Context: an optimization exercise on an open-source flow, tuned for small area, a short achievable clock period and few clock cycles. The choices shown serve that exercise and are no tape-out recipe. Only simulation tests tie the RTL to the original design; equivalence was not proved. Power figures rest on the tool's default switching activity, not on a simulated workload.

--- flow/config.mk ---
export PLATFORM = sky130hd
export DESIGN_NAME = chillhub_rx
export DESIGN_NICKNAME = chillhub_rx
export VERILOG_FILES = /design/flow/design.v
export SDC_FILE = /design/flow/constraint.sdc
export NUM_CORES = 4
export LEC_CHECK = 0
export ABC_CLOCK_PERIOD_IN_PS = 2500
export CAP_MARGIN = 40
export CORE_MARGIN = 2
export CORE_UTILIZATION = 55
export CTS_BUF_LIST = sky130_fd_sc_hd__clkbuf_8
export CTS_CLUSTER_DIAMETER = 50
export CTS_CLUSTER_SIZE = 15
export PLACE_DENSITY = 0.7
export SETUP_SLACK_MARGIN = 2.5
export SLEW_MARGIN = 65
--- flow/constraint.sdc ---
create_clock -name core_clock -period 5.0 [get_ports {clk}]
set_input_delay 1.0000 -clock core_clock [delete_from_list [all_inputs] [get_ports {clk}]]
set_output_delay 1.0000 -clock core_clock [all_outputs]
set_load 0.01 [all_outputs]
--- flow/design.v ---
module chillhub_rx (
    input  wire        clk,
    input  wire        rst,
    input  wire        in_valid,
    output wire        in_ready,
    input  wire [1:0]  in_op,       
    input  wire [7:0]  in_data,     
    input  wire [1:0]  in_class,    
    input  wire [15:0] in_cb,       
    output reg         ev_valid,
    output reg  [1:0]  ev_type,     
    output reg  [15:0] ev_cb,
    output wire [1:0]  ev_class,
    output wire [7:0]  ev_symbol,
    output wire [2:0]  ev_kind,
    output wire [7:0]  ev_len,
    output reg  [7:0]  ev_data,
    output reg  [2:0]  ev_code
);
    localparam SLOTS  = 10;
    localparam [7:0] STX = 8'hFF;
    localparam [7:0] ESC = 8'hFE;
    localparam [1:0] C_FRIDGE = 2'd0, C_ALARM = 2'd1, C_TIME = 2'd2, C_CLOUD = 2'd3;
    localparam [2:0] K_U8 = 3'd0, K_BOOL = 3'd1, K_U16 = 3'd2, K_U32 = 3'd3,
                     K_STRING = 3'd4, K_TIME4 = 3'd5;
    localparam [2:0] DG_CHECKSUM = 3'd2, DG_UNKNOWN = 3'd3, DG_FULL = 3'd4;
    localparam [1:0] OP_BYTE = 2'd0, OP_REG = 2'd1, OP_REMOVE = 2'd2;
    integer i;
    reg             q_v;
    reg             q_byte, q_reg, q_rem;     
    reg [7:0]       q_d;
    reg [1:0]       q_c;
    reg [15:0]      q_cb;
    reg             q_esc;        
    reg             q_stx;        
    reg             q_lo;         
    reg [SLOTS-1:0] q_key;        
    reg [SLOTS-1:0] m_key;        
    reg             rdy;          
    reg        st_stx, st_len, st_pay, st_hi, st_lo;
    reg        esc;
    reg [5:0]  k;             
    reg [5:0]  rem;           
    reg [13:0] sum;           
    reg        hi_ok;         
    reg [7:0]  pbuf [3:61];   
    reg        m_alarm;       
    reg        m_time;        
    reg [1:0]  m_cls;
    reg [7:0]  m_sym;
    reg [2:0]  m_kind;
    reg        m_dt_bad;      
    reg [2:0]  m_need;        
    reg        m_drop;        
    reg [5:0]  m_len;         
    reg [7:0]  rd_row;
    reg [7:0]  rd_col;
    reg [5:0]  left;
    reg        last;          
    reg        busy;          
    reg              slot_used [0:SLOTS-1];
    reg [7:0]        slot_sym  [0:SLOTS-1];
    reg [1:0]        slot_cls  [0:SLOTS-1];
    reg [15:0]       slot_cb   [0:SLOTS-1];
    reg [SLOTS-1:0] hit;          
    reg [SLOTS-1:0] mhit;         
    reg [SLOTS-1:0] first_free;
    reg full;
    reg any_hit;
    reg any_mhit;
    reg seen_free;
    reg [15:0] hit_cb;
    reg        one_free;      
    always @(*) begin
        full      = 1'b1;
        any_hit   = 1'b0;
        any_mhit  = 1'b0;
        seen_free = 1'b0;
        hit_cb    = 16'd0;
        one_free  = 1'b0;
        for (i = 0; i < SLOTS; i = i + 1) begin
            hit[i]        = q_key[i] && slot_used[i];
            mhit[i]       = m_key[i] && slot_used[i];
            full          = full & slot_used[i];
            any_hit       = any_hit | hit[i];
            any_mhit      = any_mhit | mhit[i];
            hit_cb        = hit_cb | (slot_cb[i] & {16{mhit[i]}});
            first_free[i] = !slot_used[i] && !seen_free;
            one_free      = (one_free & slot_used[i]) | first_free[i];
            seen_free     = seen_free | !slot_used[i];
        end
    end
    wire is_lit   = q_v && q_byte && !(q_esc && !esc);
    wire pay_lit  = is_lit && st_pay;
    wire hi_lit   = is_lit && st_hi;
    wire fin_lit  = is_lit && st_lo && !busy;
    wire len_lit  = is_lit && st_len;
    wire stx_byte = q_v && q_byte && st_stx && q_stx;
    wire is_reg   = q_v && q_reg && !(busy && full);
    wire is_rem   = q_v && q_rem;
    wire stall    = busy && ((q_byte && st_lo) || (q_reg && full));
    wire go       = q_v && !stall;
    wire cs_ok    = hi_ok && q_lo;
    wire dispatch = fin_lit && cs_ok && !m_drop && any_mhit;
    wire diag     = (fin_lit && !(cs_ok && !m_drop && !any_mhit)) ||
                    (is_reg && full && !any_hit);
    wire busy_n = busy ? !last : (dispatch && m_len != 6'd0);
    wire len_ok = (q_d <= 8'd62);
    wire [5:0] rem_n = len_lit ? q_d[5:0] + 6'd1 : (pay_lit || hi_lit) ? rem - 6'd1 : rem;
    wire st_pay_n = len_lit ? (len_ok && q_d != 8'd0) :
                    pay_lit ? (rem != 6'd2) : st_pay;
    wire st_hi_n  = len_lit ? (q_d == 8'd0) :
                    pay_lit ? (rem == 6'd2) : (hi_lit ? 1'b0 : st_hi);
    wire st_lo_n  = hi_lit ? 1'b1 : (is_lit && st_lo && !busy) ? 1'b0 : st_lo;
    wire st_len_n = stx_byte ? 1'b1 : len_lit ? 1'b0 : st_len;
    wire st_stx_n = (len_lit && !len_ok) || fin_lit ? 1'b1 : stx_byte ? 1'b0 : st_stx;
    wire [13:0] sum_n = len_lit ? 14'd42 : pay_lit ? sum + {6'd0, q_d} : sum;
    wire q_v_n    = rdy ? in_valid : (q_v && !go);
    wire q_byte_n = rdy ? (in_op == OP_BYTE) : q_byte;
    wire q_reg_n  = rdy ? (in_op == OP_REG) : q_reg;
    wire full_n  = (full && !(is_rem && any_hit)) || (one_free && is_reg && !any_hit);
    wire stall_n = busy_n && ((q_byte_n && st_lo_n) || (q_reg_n && full_n));
    wire in_is_q = (in_data == q_d) && (in_class == q_c);
    wire m_is_q  = (m_sym == q_d) && (m_cls == q_c);
    reg [SLOTS-1:0] in_key, m_key_n;
    always @(*) begin
        for (i = 0; i < SLOTS; i = i + 1) begin
            in_key[i]  = (is_reg && first_free[i]) ? in_is_q :
                         (slot_sym[i] == in_data && slot_cls[i] == in_class);
            m_key_n[i] = (is_reg && first_free[i]) ? m_is_q :
                         (slot_sym[i] == m_sym && slot_cls[i] == m_cls);
        end
    end
    wire rdy_n = !q_v_n || !stall_n;
    assign in_ready = rdy;
    always @(posedge clk) begin
        if (rst) begin
            q_v <= 1'b0;
            rdy <= 1'b1;
        end else begin
            q_v <= q_v_n;
            rdy <= rdy_n;
        end
        if (rdy) begin
            q_byte <= (in_op == OP_BYTE);
            q_reg  <= (in_op == OP_REG);
            q_rem  <= (in_op == OP_REMOVE);
            q_d    <= in_data;
            q_c    <= in_class;
            q_cb   <= in_cb;
            q_esc  <= (in_data == ESC);
            q_stx  <= (in_data == STX);
            q_lo   <= (in_data == sum_n[7:0]);
            q_key  <= in_key;
        end
    end
    assign ev_class  = m_cls;
    assign ev_symbol = m_sym;
    assign ev_kind   = m_kind;
    assign ev_len    = {2'b00, m_len};
    reg [7:0] rd_byte;
    always @(*) begin
        rd_byte = 8'd0;
        for (i = 3; i <= 61; i = i + 1)
            rd_byte = rd_byte | (pbuf[i] & {8{rd_row[i / 8] & rd_col[i % 8]}});
    end
    always @(posedge clk) begin
        ev_cb     <= hit_cb;
        m_key     <= m_key_n;
        ev_data <= rd_byte;
        ev_type <= busy ? 2'd1 : dispatch ? 2'd0 : 2'd2;
        ev_code <= !fin_lit ? DG_FULL : cs_ok ? DG_UNKNOWN : DG_CHECKSUM;
        for (i = 3; i <= 61; i = i + 1)
            if (k == i)
                pbuf[i] <= q_d;
        if (dispatch) begin
            rd_row <= 8'b0000_0001;
            rd_col <= m_alarm ? 8'b0001_0000 : 8'b0000_1000;
        end else begin
            rd_col <= {rd_col[6:0], rd_col[7]};
            if (rd_col[7])
                rd_row <= {rd_row[6:0], rd_row[7]};
        end
    end
    wire [5:0] n = k - 6'd3;
    always @(posedge clk) begin
        if (hi_lit) begin
            m_len  <= {3'd0, m_need};
            if (k < 6'd3)
                m_drop <= 1'b1;
            else if (m_alarm)
                m_drop <= k < 6'd8;
            else if (m_time)
                m_drop <= k < 6'd7;
            else if (m_kind == K_STRING) begin
                m_drop <= 1'b0;
                m_len  <= n;
            end else
                m_drop <= m_dt_bad || (n < {3'd0, m_need});
        end
    end
    always @(posedge clk) begin
        if (rst) begin
            st_stx   <= 1'b1;
            st_len   <= 1'b0;
            st_pay   <= 1'b0;
            st_hi    <= 1'b0;
            st_lo    <= 1'b0;
            esc      <= 1'b0;
            ev_valid <= 1'b0;
            busy     <= 1'b0;
            for (i = 0; i < SLOTS; i = i + 1)
                slot_used[i] <= 1'b0;
        end else begin
            ev_valid <= busy || diag;
            busy     <= busy_n;
            st_stx   <= st_stx_n;
            st_len   <= st_len_n;
            st_pay   <= st_pay_n;
            st_hi    <= st_hi_n;
            st_lo    <= st_lo_n;
            rem      <= rem_n;
            sum      <= sum_n;
            if (dispatch) begin
                left <= m_len;
                last <= (m_len == 6'd1);
            end else if (busy) begin
                left <= left - 6'd1;
                last <= (left == 6'd2);
            end
            for (i = 0; i < SLOTS; i = i + 1) begin
                if (is_reg && first_free[i]) begin
                    slot_sym[i] <= q_d;
                    slot_cls[i] <= q_c;
                    if (!any_hit)
                        slot_used[i] <= 1'b1;
                end
                if (is_reg && (hit[i] || first_free[i]))
                    slot_cb[i] <= q_cb;
                if ((is_rem && hit[i]) || (dispatch && m_time && mhit[i]))
                    slot_used[i] <= 1'b0;
            end
            if (q_v && q_byte && !stall) begin
                if (st_stx) begin
                    if (q_stx)
                        esc <= 1'b0;
                end else begin
                    esc <= q_esc && !esc;
                end
            end
            if (len_lit)
                k <= 6'd0;
            if (pay_lit || hi_lit || fin_lit)
                k <= k + 6'd1;
            if (hi_lit)
                hi_ok <= (q_d == {2'b00, sum[13:8]});
            if (pay_lit) begin
                if (k == 6'd1) begin
                    m_alarm <= (q_d == 8'h05);
                    m_time  <= (q_d == 8'h07);
                    m_cls   <= (q_d == 8'h05) ? C_ALARM :
                               (q_d == 8'h07) ? C_TIME  :
                               (q_d <= 8'h4F) ? C_FRIDGE : C_CLOUD;
                    m_sym   <= (q_d == 8'h07) ? 8'h00 : q_d;
                end
                if (k == 6'd2) begin
                    m_dt_bad <= 1'b0;
                    case (q_d)
                        8'h03:   begin m_kind <= K_U8;     m_need <= 3'd1; end
                        8'h09:   begin m_kind <= K_BOOL;   m_need <= 3'd1; end
                        8'h05:   begin m_kind <= K_U16;    m_need <= 3'd2; end
                        8'h07:   begin m_kind <= K_U32;    m_need <= 3'd4; end
                        8'h02:   begin m_kind <= K_STRING; m_need <= 3'd0; end
                        default: begin m_kind <= K_U8;     m_need <= 3'd1; m_dt_bad <= 1'b1; end
                    endcase
                    if (m_alarm || m_time) begin
                        m_kind <= K_TIME4;
                        m_need <= 3'd4;
                    end
                end
                if (k == 6'd3 && m_alarm)
                    m_sym <= q_d;
            end
        end
    end
endmodule
--- flow/run.sh ---
#!/bin/bash
# synth_recipe.tcl (not shown) runs the flow's synth.tcl, then flattens the netlist and writes it again
# the make line also repeats each setting of config.mk as NAME=value (left out here)
make -C /OpenROAD-flow-scripts/flow DESIGN_CONFIG=/design/flow/config.mk WORK_HOME=/design/flow/orfs CLKGATE_MAP_FILE= SYNTH_SCRIPT=/design/flow/synth_recipe.tcl finish
==> results of run 1 <==
## critical path: cells and delay by family (launching register included)
family,cells,cell delay (ns)
buffers and inverters,2,0.41
AND/OR/NAND/NOR,2,0.75
AO/OA/AOI/OAI,3,0.85
flip-flops,1,0.41
## metal layers
metal	global-route usage	routed length, um
met3	0.09298	15540
met5	0	31
met1	0.4433	42740
met2	0.4560	47550
met4	0.1041	3699
## repair_timing
| item | CTS | global route |
|---|---|---|
| pin swaps | 16 | 12 |
| endpoints found under the setup margin | 335 | 74 |
| gates resized for setup | 141 | 22 |
| buffers inserted | 29 | 20 |
## cells by family after synthesis
family,Yosys count,share of synthesized area
adders and majority gates,25,0.008675
xor gates and xnor gates,260,0.06204
AOI/OAI and AO/OA,525,0.1039
muxes,14,0.003897
buffers and inverters,210,0.02369
DFF,909,0.7184
other,1,0.0001016
and+or+nand+nor,579,0.07936
## power groups by stage
stage          registers, mW  clock network [mW]  logic (mW)
3_5_place_dp            8.49                   0       0.325
2_1_floorplan           8.52                   0       0.146
3_3_place_gp            8.50                   0       0.297
5_1_grt                 8.32                4.84       0.362
6_report                8.31                4.54       0.344
4_1_cts                 8.31                4.56       0.330
## final cells by class
type / instances / share of cell area
Clock buffer: 91 / 0.02959
Inverter: 43 / 0.003873
Multi-Input combinational cell: 1405 / 0.2482
Clock inverter: 62 / 0.01079
Sequential cell: 909 / 0.6277
Tap cell: 864 / 0.02554
Antenna cell: 1 / 0.00005913
Timing Repair Buffer: 258 / 0.05422
## Yosys cell counts, types with 10 or more instances
| library cell | n |
|---|---|
| a221oi_1 | 26 |
| nor3_1 | 24 |
| inv_1 | 39 |
| clkbuf_1 | 91 |
| nor2_1 | 162 |
| mux2i_1 | 11 |
| o22ai_1 | 18 |
| ha_1 | 24 |
| xnor2_1 | 76 |
| a31oi_1 | 25 |
| a21oi_1 | 76 |
| a22oi_1 | 171 |
| nand2_1 | 105 |
| dfxtp_1 | 77 |
| a22o_1 | 53 |
| nor2b_1 | 10 |
| edfxtp_1 | 832 |
| and3_1 | 10 |
| nor4_1 | 53 |
| and2_1 | 19 |
| buf_1 | 39 |
| o21ai_0 | 60 |
| a222oi_1 | 31 |
| xor2_1 | 183 |
| nand4_1 | 64 |
| buf_2 | 27 |
| nand3_1 | 80 |
## stage by stage
step,cell area [um2],util
after floorplan,37200,-
after global placement,38950,0.5893
after detailed placement,39870,0.6032
after CTS,41950,0.6347
after global routing,42320,0.6403
final,42320,0.6403
## worst min-delay path by stage
stage                               from         end  cells after the start
after floorplan                     busy  ev_type[0]                      0
after global placement    slot_cb[7][11]   ev_cb[11]                      2
after detailed placement   slot_cb[4][8]    ev_cb[8]                      2
after CTS                  slot_cb[4][0]    ev_cb[0]                      2
after global routing       slot_cb[0][2]    ev_cb[2]                      2
final                      slot_cb[4][0]    ev_cb[0]                      2
==> impl_metrics.tcl, run 1 <==
set metrics [dict create \
    final_common_cell "edfxtp_1" \
    cpMaxStageDelayCell "or4_4" \
    synth.yosys.seq_area_share 0.7184 \
    setup_ws_ns 2.427 \
    post-place-ws_ns 1.613 \
    num_vias 24470 \
    final.setup.tns_ns 0 \
    cp.arrival_ns 3.14 \
    pwr-share-seq 0.630 \
    cts_buffers 83 \
    synth-edff-count 832 \
    clk_pin_slew_ns 0.09 \
    synth_area_um2 36930 \
    max_stage_delay_ns 0.58 \
    drcViolationCount 0 \
    die_h_um 263.1 \
    critPathKind "flip-flop to flip-flop" \
    rsz0062_at_grt "yes" \
    hold_violations 0 \
    yosys.area.top_type "edfxtp_1" \
    io_buffers 80 \
    outcome "complete, no violations" \
    max_cap_violations 0 \
    htreeDepth 3 \
    drt_iter0_markers 3970 \
    startpoint "rd_col[6]" \
    hold_buffers 0 \
    synth_top_flop_cell "edfxtp_1" \
    hpwl_um 70150 \
    clock_latency_ns 0.72 \
    cts-root-buf "clkbuf_8" \
    grt_pass1_wl_um 157200 \
    maxSlewViolCount 0 \
    grtUsageTotal 0.3099 \
    final.min_clock_period_ns 2.573 \
    largest_reg_flops 472 \
    start_kind "flip-flop" \
    ys_async_sr_fraction 0 \
    clock_skew_ns 0.04459 \
    clk_path_buf_depth 3 \
    final_cell_mix "832 x edfxtp_1, 182 x xor2_1, 171 x a22oi_1" \
    min_period_over_period 0.5146 \
    start_util 0.5586 \
    path_cells "buf_4, buf_4, a31oi_1, nand4_1, a311oi_2, o2111ai_2, or4_4" \
    dieArea_um2 69230 \
    relSlewSlack 0.6233 \
    crit_path_max_fanout 18 \
    netlist.area_leader.share 0.6766 \
    fillers 4739 \
    synth.avg_cell_area_um2 14.64 \
    power.leakage_nw 13.88 \
    gp_congestion 0.9403 \
    wl_per_cell_um 30.16 \
    r2r_setup_slack_ns 2.43 \
    grt-ovfl-total 0 \
    p_sw_mw 2.885 \
    synthTopCellsByArea "edfxtp_1 68%, xor2_1 4.3%, dfxtp_1 4.2%" \
    power.total_mw 13.20 \
    fmax_mhz 388.6 \
    power_frac_comb 0.026 \
    die_w_um 263.1 \
    p_int_mw 10.31 \
    multi_input_area_um2 10500 \
    top_register "pbuf" \
    ys_seq_elements 909 \
    timing.rr.end "ev_data[3]" \
    power_density_nw_per_um2 311.9 \
    cp.required_ns 5.56 \
    hp-class "flip-flop to flip-flop" \
    yosys_warnings 6 \
    grt_max_degree 65 \
    setup_violations 0 \
    ios 83 \
    drtPass1Iterations 7 \
    switching_share 0.2186 \
    cp_common_cell "buf_4" \
    synthCells 2523 \
    stdcell_count 3633 \
    cts_num_sinks 909 \
    cts_tree "done" \
    tightest_slew_ns 0.5616 \
    antenna_found_initial 6 \
    peakVddDrop_v 0.0001784 \
    coreArea_um2 66100 \
    row_count 94 \
    endpoint "ev_data[3]" \
    final_antenna_net_count 0 \
    drive_gt1_frac 0.1799 \
    place_inst 3422 \
    area_growth_pct 14.62 \
    reg_top3 "pbuf x472, slot_cb x160, slot_sym x80" \
    via_per_inst 6.735 \
    nets 2756 \
    whs_ns 0.4862 \
    grt_pass1_vias 23090 \
    ys_types 83 \
    r2r-start "rd_col[6]" \
    reg2reg_depth 7 \
    power.share.clock 0.344 \
    drt-total-wl_um 109600 \
    crit_path_end_kind "flip-flop" \
    register_area_um2 26570 \
]
Testbench counts, summed over its fixed seeds: cycles 14,173.
==> run 2, diff against run 1 <==
--- a/flow/config.mk
+++ b/flow/config.mk
@@ -6,5 +6,5 @@
 export NUM_CORES = 4
 export LEC_CHECK = 0
-export ABC_CLOCK_PERIOD_IN_PS = 2500
+export ABC_AREA = 1
 export CAP_MARGIN = 40
 export CORE_MARGIN = 2
==> run 2 against run 1 <==
Still clean; first-iteration DRC count is 2.8% lower; core utilization is 0.66 points lower; clock skew is 0.0071 ns higher; clock power is 4.4% higher; area after synthesis is 0.25% higher; worst hold slack worse by 0.0018 ns; setup slack better by 0.038 ns; wire length is 6.8% higher; critical path type is now flip-flop to primary output.
==> impl_metrics.tcl, run 2 <==
set metrics [dict create \
    outcome "complete, no violations" \
    wl_met3_um 15120 \
    max_cap_violations 0 \
    top_layer_used "met5" \
    ios 83 \
    grt_max_degree 65 \
    synthCells 3000 \
    power_frac_comb 0.028 \
    largest_reg_flops 472 \
    p_sw_mw 2.992 \
    row_count 95 \
    dr_wl_met2_um 52790 \
    dieArea_um2 69400 \
    clock_latency_ns 0.73 \
    hold-path-cell-count 2 \
    gp_congestion 0.9815 \
    power_density_nw_per_um2 316.6 \
    peakVddDrop_v 0.0002324 \
    relSlewSlack 0.6207 \
    via_per_inst 6.154 \
    top_register "pbuf" \
    synth.avg_cell_area_um2 12.34 \
    fillers 5001 \
    setup_ws_ns 2.465 \
    synth-edff-count 832 \
    drcViolationCount 0 \
    grtUsageTotal 0.3334 \
    hold_violations 0 \
    crit_path_end_kind "primary output" \
    area_growth_pct 14.56 \
    final_cell_mix "832 x edfxtp_1, 777 x nand2_1, 228 x inv_1" \
    nets 3295 \
    final.setup.tns_ns 0 \
    multi_input_area_um2 9973 \
    stdcell_count 4181 \
    critPathKind "flip-flop to primary output" \
    min_period_over_period 0.5071 \
    pwr-share-seq 0.619 \
    reg2reg_depth 16 \
    synthTopCellsByArea "edfxtp_1 67%, nand2_1 7.9%, dfxtp_1 4.2%" \
    start_kind "flip-flop" \
    clk_pin_slew_ns 0.10 \
    whs_ns 0.4844 \
    netlist.area_leader.share 0.6749 \
    yosys.area.top_type "edfxtp_1" \
    post-place-ws_ns 1.643 \
    final_antenna_net_count 0 \
    final_common_cell "edfxtp_1" \
    fin_util 0.6337 \
    htreeDepth 3 \
    ys_async_sr_fraction 0 \
    synth_area_um2 37020 \
    cts_buffers 85 \
    die_h_um 263.4 \
    grt_pass1_vias 24560 \
    setup_violations 0 \
    final.min_clock_period_ns 2.535 \
    antenna_found_initial 3 \
    ys_seq_elements 909 \
    coreArea_um2 66920 \
    grt-ovfl-total 0 \
    synth.yosys.seq_area_share 0.7166 \
    tightest_slew_ns 0.5683 \
    io_buffers 80 \
    wl_per_cell_um 28.00 \
    grt_pass1_wl_um 166100 \
    register_area_um2 26540 \
    synth_most_common_cell "edfxtp_1" \
    num_vias 25730 \
    clk_path_buf_depth 3 \
    rsz0062_at_grt "yes" \
    drt-total-wl_um 117100 \
    crit_path_max_fanout 2 \
    reg_top3 "pbuf x472, slot_cb x160, slot_sym x80" \
    hp-class "flip-flop to flip-flop" \
    cts_num_sinks 909 \
    drtPass1Iterations 5 \
    cp.required_ns 4.00 \
    die_w_um 263.4 \
    drt_iter0_markers 3859 \
    cts-root-buf "clkbuf_8" \
    switching_share 0.2228 \
    yosys_warnings 6 \
    hpwl_um 77550 \
    start_util 0.5531 \
    power.leakage_nw 15.28 \
    synth_commonest_cells "832 x edfxtp_1, 783 x nand2_1, 230 x inv_1" \
    p_int_mw 10.44 \
    cts_tree "done" \
    ys_types 56 \
    wl_met1_um 44590 \
    fmax_mhz 394.4 \
    place_inst 3975 \
    synth_top_flop_cell "edfxtp_1" \
    clock_skew_ns 0.05166 \
    maxSlewViolCount 0 \
    cp.arrival_ns 1.54 \
    drive_gt1_frac 0.1433 \
    power.share.clock 0.353 \
]
==> run 2: kinds of logic (layout without fill, tap and decap cells) <==
kind of cell / after synthesis / in the layout / synth area share
buffers and inverters: 329 / 632 / 0.03461
other: 1 / 3 / 0.0001013
DFF: 909 / 909 / 0.7166
adders and majority gates: 25 / 25 / 0.008653
xor gates and xnor gates: 147 / 147 / 0.03478
and+or+nand+nor: 1300 / 1303 / 0.1520
AOI/OAI and AO/OA: 288 / 288 / 0.05297
muxes: 1 / 1 / 0.0002704
==> run 2: final cells by class <==
type,instances,share of cell area
diodes,1,0.00005901
inverters,257,0.02363
clock inverters,65,0.01325
well taps,873,0.02576
clock buffers,90,0.02921
flip-flops and latches,909,0.6257
repair buffers,219,0.04700
repair inverters,1,0.0001770
multi-input cells,1766,0.2352
==> run 2: critical path, stage by stage (launching register included) <==
cell and delay [ns]:
edfxtp_1 0.51, buf_12 0.18, buf_6 0.11
==> run 2: stage by stage <==
| stage | cell area, um2 | power (mW) |
|---|---|---|
| final | 42410 | 13.43 |
| after global routing | 42410 | 13.76 |
| after CTS | 42130 | 13.43 |
| after detailed placement | 39910 | 8.829 |
| after global placement | 39150 | 8.811 |
| after floorplan | 37090 | 8.656 |
==> run 2: repair_timing <==
| action | in CTS | in global routing |
|---|---|---|
| gates cloned | 3 | 1 |
| gates resized for setup | 131 | 34 |
| hold buffers | 0 | 0 |
| buffers inserted | 29 | 14 |
| pin swaps | 4 | 8 |
| endpoints found under the setup margin | 340 | 200 |
==> run 2: layer usage <==
metal / vias to the layer above / global-route usage
met4: 2 / 0.1259
met3: 294 / 0.09307
met5: - / 0.002772
met2: 1754 / 0.5113
li1: 11160 / -
met1: 12520 / 0.4563
==> run 2: path summary, 6_finish.rpt <==
path / slack (ns) / start / end
worst min-delay path: 0.48 / slot_cb[3][5] / ev_cb[5]
worst max register to register: 2.47 / q_d[5] / sum[13]
worst max-delay path: 2.46 / m_cls[1] / ev_class[1]
worst min register to register: 0.48 / slot_cb[3][5] / ev_cb[5]
==> run 2: power groups by stage <==
stage	Sequential [mW]	Combinational (mW)	Clock (mW)
2_1_floorplan	8.52	0.136	0
3_3_place_gp	8.51	0.301	0
3_5_place_dp	8.50	0.332	0
4_1_cts	8.32	0.346	4.76
5_1_grt	8.32	0.389	5.05
6_report	8.32	0.369	4.74
==> run 3, diff against run 2 <==
--- a/flow/config.mk
+++ b/flow/config.mk
@@ -7,11 +7,11 @@
 export LEC_CHECK = 0
 export ABC_AREA = 1
-export CAP_MARGIN = 40
+export CAP_MARGIN = 20
 export CORE_MARGIN = 2
-export CORE_UTILIZATION = 55
+export CORE_UTILIZATION = 70
 export CTS_BUF_LIST = sky130_fd_sc_hd__clkbuf_8
 export CTS_CLUSTER_DIAMETER = 50
 export CTS_CLUSTER_SIZE = 15
-export PLACE_DENSITY = 0.7
+export PLACE_DENSITY = 0.82
 export SETUP_SLACK_MARGIN = 2.5
-export SLEW_MARGIN = 65
+export SLEW_MARGIN = 20
==> run 3 against run 2 <==
Via count is 4.5% higher; clock power is 8.6% lower; sequential power hardly changed; non-clock buffer count is 16 lower; final cell count is 5.1% lower; flip-flop and latch count stayed put; register-to-register slack worse by 0.05 ns; critical endpoint is now ev_data[1].
==> impl_metrics.tcl, run 3 <==
set metrics [dict create \
    register_area_um2 26530 \
    synth-edff-count 832 \
    synth_top_flop_cell "edfxtp_1" \
    crit_path_end_kind "flip-flop" \
    fin_util 0.7944 \
    grt_pass1_wl_um 166300 \
    cp.arrival_ns 3.06 \
    reg_top3 "pbuf x472, slot_cb x160, slot_sym x80" \
    hpwl_um 76240 \
    coreArea_um2 52450 \
    tightest_slew_ns 1.159 \
    hp-class "flip-flop to flip-flop" \
    wl_met1_um 40120 \
    timing.rr.end "ev_data[1]" \
    netlist.area_leader.share 0.6749 \
    hold_start "slot_cb[3][10]" \
    whs_ns 0.4711 \
    hold-path-cell-count 2 \
    drt_iter0_markers 4997 \
    start_kind "flip-flop" \
    fmax_mhz 387.9 \
    synth_commonest_cells "832 x edfxtp_1, 783 x nand2_1, 230 x inv_1" \
    finalInstanceArea_um2 41660 \
    num_vias 26890 \
    crit_path_max_fanout 8 \
    die_w_um 234.0 \
    peakVddDrop_v 0.0002751 \
    reg2reg_depth 6 \
    synth_simple_gate_area_frac 0.1520 \
    final_cell_mix "832 x edfxtp_1, 778 x nand2_1, 259 x inv_1" \
    critPathKind "flip-flop to flip-flop" \
    cp.required_ns 5.48 \
    synth.yosys.seq_area_share 0.7166 \
    synth.avg_cell_area_um2 12.34 \
    clock_skew_ns 0.03483 \
    max_cap_violations 0 \
    wl_per_cell_um 29.83 \
    maxSlewViolCount 0 \
    r2r_setup_slack_ns 2.42 \
    fillers 2997 \
    htreeDepth 3 \
    dieArea_um2 54740 \
    synth_xor_area_frac 0.03478 \
    yosys_warnings 6 \
    final.min_clock_period_ns 2.578 \
    top_register "pbuf" \
    via_per_inst 6.775 \
    ios 83 \
    power_density_nw_per_um2 312.4 \
    cts-root-buf "clkbuf_8" \
    placedInstanceArea_um2 38810 \
    cts_num_sinks 909 \
    synthCells 3000 \
    setup_violations 0 \
    grtUsageTotal 0.4323 \
    grt_max_degree 79 \
    clk_path_buf_depth 3 \
    area_growth_pct 12.55 \
    r2r-start "rd_col[0]" \
    gp_congestion 1.036 \
    grt-ovfl-total 0 \
    drtPass1Iterations 7 \
    cts_buffers 80 \
    antenna_found_initial 2 \
    grt_pass1_vias 25160 \
    clock_latency_ns 0.72 \
    final_antenna_net_count 0 \
    yosys.area.top_type "edfxtp_1" \
    multi_input_area_um2 9672 \
    drt-total-wl_um 118400 \
    largest_reg_flops 472 \
    power.total_mw 13.02 \
    ys_async_sr_fraction 0 \
    synthMuxAreaShare 0.0002704 \
    ys_types 56 \
    synthTopCellsByArea "edfxtp_1 67%, nand2_1 7.9%, dfxtp_1 4.2%" \
    synth_adder_area_share 0.008653 \
    min_period_over_period 0.5156 \
    min_to "ev_cb[10]" \
    rsz0062_at_grt "yes" \
    hold_buffers 0 \
    start_util 0.7058 \
    synth-compound-area-share 0.05297 \
    hold_violations 0 \
    cts_tree "done" \
    top_layer_used "met5" \
    power.leakage_nw 15.17 \
    final.setup.tns_ns 0 \
    wl_met3_um 20140 \
    row_count 84 \
    dr_wl_met2_um 51320 \
    die_h_um 234.0 \
    relSlewSlack 0.2245 \
    synth_top_family_by_area "simple AND/OR/NAND/NOR gates" \
    nets 3271 \
    drive_gt1_frac 0.1147 \
    ys_seq_elements 909 \
    drcViolationCount 0 \
    outcome "complete, no violations" \
    startpoint "rd_col[0]" \
    clk_pin_slew_ns 0.10 \
    final_common_cell "edfxtp_1" \
    synth_area_um2 37020 \
    io_buffers 80 \
    synth_most_common_cell "edfxtp_1" \
]
[run 3: cell counts after synthesis]
Identical to the previous run, type by type.
[run 3: metal layers]
metal / global-route usage / vias to the layer above
met4: 0.2019 / 2
met5: 0 / -
li1: - / 11110
met3: 0.1532 / 492
met1: 0.5839 / 12730
met2: 0.6355 / 2556
[run 3: worst max-delay path, stage by stage (launching register included)]
cell     delay (ns)
dfxtp_1        0.48
nand2_1        0.13
inv_1          0.19
nand2_1        0.31
nand4_1        0.28
nor4_2         0.61
nand4_1        0.35
[run 3: report_power, final]
part / switching, mW / internal, mW / total (mW)
Clock: 2.57 / 1.77 / 4.33
Sequential: 0.0390 / 8.29 / 8.33
Combinational: 0.249 / 0.107 / 0.356
Total: 2.85 / 10.2 / 13.0
[run 3: area by class of cell]
class / count / area share
Multi-Input combinational cell: 1764 / 0.2321
Inverter: 257 / 0.02415
Antenna cell: 2 / 0.0001201
Tap cell: 688 / 0.02066
Clock buffer: 83 / 0.02742
Clock inverter: 63 / 0.01021
Sequential cell: 909 / 0.6368
Timing Repair Buffer: 203 / 0.04847
[run 3: worst max-delay path by stage]
stage	to	slack [ns]
2_1_floorplan	q_lo	1.83
3_3_place_gp	q_key[9]	1.40
3_5_place_dp	q_key[8]	1.38
4_1_cts	slot_cb[6][10]	2.42
5_1_grt	sum[13]	2.34
6_report	ev_data[1]	2.42
[run 3: through the flow]
step / setup slack (ns) / cells
after floorplan: 1.827 / 3001
after global placement: 1.400 / 3744
after detailed placement: 1.378 / 3744
after CTS: 2.424 / 3937
after global routing: 2.342 / 3968
final: 2.422 / 3969
[run 3: timing repair]
item                                    in CTS  in global routing
pin swaps                                    3                  4
cloned                                       0                  3
gates resized for setup                    158                 69
endpoints found under the setup margin     429                442
setup buffers                               47                 25
[run 3: kinds of logic (layout without fill, tap and decap cells)]
kind of cell    after synthesis  count (layout)
mux                           1               1
compound gates              288             288
flops                       909             909
fa+ha+maj                    25              25
buf+inv                     329             606
other cells                   1               4
simple gates               1300            1301
xor+xnor                    147             147

[what the ideal ports hide]
In the flow no input, the clock included, has a driving cell. The finished layouts below were timed again as built, in two steps.
Step 1, drivers: a clkbuf_16 drives clk and a buf_2 each remaining input, both assumed.
Step 2 adds t to the input delays and takes it off the output delays; t is the mean of the earliest and latest rising clock arrival at the registers after step 1. Input paths then give back, and output paths get back, about the clock's delay inside the block.
a / b / c = ideal ports / drivers / drivers and shift; a / b = the first two.
run | t, ns | setup WS [ns] | hold slack, ns | worst setup path after step 2 | slew at the worst register clock pin (ns)
run 1 | 0.762 | 2.427 / 2.427 / 1.943 | 0.486 / 0.486 / 0.486 | input to register | 0.11 / 0.11
run 2 | 0.770 | 2.465 / 2.406 / 1.914 | 0.484 / 0.484 / 0.484 | input to register | 0.10 / 0.10
run 3 | 0.761 | 2.422 / 2.422 / 1.816 | 0.471 / 0.471 / 0.471 | input to register | 0.10 / 0.10
After both steps setup and hold are still met in every run listed. For run 3, which loses most, drivers alone change the setup slack by 0.000 ns; drivers and shift together by -0.606 ns.
